This design comes from an exercise in tuning for small area and few clock cycles on the open sky130 flow, not from production work. At most, simulation tests tie the RTL to the original design; equivalence was not proved. Power figures rest on the tool's default switching activity, not on a simulated workload.

## rtmp_chunk_decoder
module rtmp_chunk_decoder (
    input  wire        clk,
    input  wire        rst,
    input  wire        in_valid,
    output wire        in_ready,
    input  wire [1:0]  in_kind,
    input  wire [7:0]  in_data,
    output wire        out_valid,
    input  wire        out_ready,
    output wire [2:0]  out_kind,
    output wire [16:0] out_csid,
    output wire [1:0]  out_fmt,
    output wire [31:0] out_ts,
    output wire [23:0] out_len,
    output wire [7:0]  out_type,
    output wire [31:0] out_msid,
    output wire [23:0] out_chunk_len,
    output wire        out_start,
    output wire [7:0]  out_data,
    output wire [7:0]  out_code,
    output wire [2:0]  out_phase,
    output wire        out_partial
);
==> flow/config.mk <==
export PLATFORM = sky130hd
export DESIGN_NAME = rtmp_chunk_decoder
export DESIGN_NICKNAME = rtmp_chunk_decoder
export VERILOG_FILES = /design/flow/design.v
export SDC_FILE = /design/flow/constraint.sdc
export NUM_CORES = 4
export LEC_CHECK = 0
export CAP_MARGIN = 20
export CORE_MARGIN = 2
export CORE_UTILIZATION = 40
export CTS_BUF_LIST = sky130_fd_sc_hd__clkbuf_16
export CTS_CLUSTER_DIAMETER = 80
export CTS_CLUSTER_SIZE = 30
export SLEW_MARGIN = 20
==> flow/constraint.sdc <==
create_clock -name core_clock -period 12.0 [get_ports {clk}]
set_input_delay 2.4000 -clock core_clock [delete_from_list [all_inputs] [get_ports {clk}]]
set_output_delay 2.4000 -clock core_clock [all_outputs]
set_load 0.01 [all_outputs]
standard.sh (not shown) runs the stock make flow with config.mk's settings and CLKGATE_MAP_FILE= SYNTH_SCRIPT=/design/flow/synth_recipe.tcl, a recipe that flattens the netlist after the stock synthesis.
==> flow/flow/run.sh <==
#!/bin/bash
# The standard layout, with the port buffers made of the smallest buffer
# cell instead of the one buffer_ports picks by default.
set -euo pipefail
export BUFFER_PORTS_ARGS="-buffer_cell sky130_fd_sc_hd__buf_1"
bash standard.sh > standard_flow.log 2>&1
The first run completed and failed the layout checks on negative setup slack.
Edit:
--- a/flow/design.v
+++ b/flow/design.v
@@ -80,47 +80,29 @@
     wire c_hit  = c_v && c_csid == dreg[16:0];
     wire h_hit  = h_v && h_csid == dreg[16:0];
     wire look_go = look && (!o_valid || out_ready);    
     wire h_busy = |h_rem;
     wire swap   = look_go && !c_hit && sc != 3'd7 && (h_hit || (!h_v && c_v));
     wire        c_busy  = |c_rem;
     wire        len4    = (c_len == 24'd4);
     wire [23:0] rem_eff = len4 ? {21'd0, c_rem[2:0]} : c_rem;
     wire        hc_cont = (fmt == 2'd3) && c_busy;
     wire [23:0] hc_rsel = hc_cont ? rem_eff : c_len;
-    wire [24:0] hc_lt;
-    assign hc_lt[0] = 1'b0;
-    genvar gc;
-    generate
-        for (gc = 0; gc < 24; gc = gc + 1) begin : g_hc_cmp
-            assign hc_lt[gc+1] = (hc_rsel[gc] ^ maxc[gc]) ? maxc[gc] : hc_lt[gc];
-        end
-    endgenerate
-    wire [23:0] hc_clen = hc_lt[24] ? hc_rsel : maxc;
+    wire [23:0] hc_clen = (hc_rsel < maxc) ? hc_rsel : maxc;
     wire        hc_zero = (hc_rsel == 24'd0);
     wire        hc_t1   = (phase == P_MH && fmt == 2'd1) ? (b == 8'd1) : (c_type == 8'd1);
     wire [3:0] mh_last_n = (fmt == 2'd0) ? 4'd10 : (fmt == 2'd1) ? 4'd6 : 4'd2;
     wire       mh_last   = (mh_n == mh_last_n);
     wire [23:0] tsf      = {dreg[15:0], b};
     wire       esc_now   = (mh_n == 4'd2) ? (tsf == 24'hFFFFFF) : dreg[23];
     wire [31:0] ts_add   = {(phase == P_EXT) ? dreg[23:16] : 8'd0, tsf};
-    wire [31:0] ts_base  = (fmt == 2'd0) ? 32'd0 : c_ts;
-    wire [32:0] ts_cy;
-    wire [31:0] ts_new;
-    assign ts_cy[0] = 1'b0;
-    genvar gi;
-    generate
-        for (gi = 0; gi < 32; gi = gi + 1) begin : g_ts_add
-            assign ts_new[gi]  = ts_base[gi] ^ ts_add[gi] ^ ts_cy[gi];
-            assign ts_cy[gi+1] = (ts_base[gi] & ts_add[gi]) | (ts_cy[gi] & (ts_base[gi] ^ ts_add[gi]));
-        end
-    endgenerate
+    wire [31:0] ts_new   = ((fmt == 2'd0) ? 32'd0 : c_ts) + ts_add;
     wire [23:0] crem_dec = crem - 24'd1;
     wire        cdone    = (crem == 24'd1);
     wire        mdone    = (rem_eff == 24'd1);
     wire [2:0]  r3       = c_rem[2:0];
     wire [23:0] rem_pay  = mdone ? 24'd0 :
                            len4  ? {c_rem[23:20],
                                     (r3 == 3'd2) ? b : c_rem[19:12],
                                     (r3 == 3'd3) ? b : c_rem[11:4],
                                     (r3 == 3'd4) ? (|b) : c_rem[3],
                                     r3 - 3'd1}
Effect: The changed run completed without violations. Via count rose by 1.5%. Sequential cell count is unchanged. Sequential share of layout area fell by 0.60 points. Total power rose by 0.48%. Global-route usage hardly moves. Register-to-register slack improves by 6.5 ns. First-iteration DRC count fell by 13%. Worst hold slack improves by 0.017 ns. Final area rose by 0.96%. Clock skew fell by 0.029 ns. Synthesized area rose by 1.1%.
Testbench counts after the change, summed over its fixed seeds: cycles 102,636.
Function not checked in the first run of this note: the RTL went through the layout flow alone.

what the ideal ports hide:
The flow's constraints put no driver on any port. The routed layouts listed below were extracted and timed again, unchanged, in two steps.
Step 1, drivers: a clkbuf_16 drives clk and a buf_2 each remaining input, both assumed.
Step 2 also shifts input and output timing later by t, the mid clock arrival at the registers, as if the neighbouring blocks saw the same clock.
Three values: ideal ports, drivers, drivers and shift; two values: the first two.
run | t, ns | slack for setup (ns) | worst setup path at the end | pins driven straight from the clock port
the first run | 0.709 | -1.222 / -1.213 / -1.922 | input to register | 1
the second run | 0.714 | 5.528 / 5.457 / 5.455 | input to register | 1
The setup slack of the first run, which loses most, moves by +0.009 ns with the drivers and by -0.700 ns with both steps.
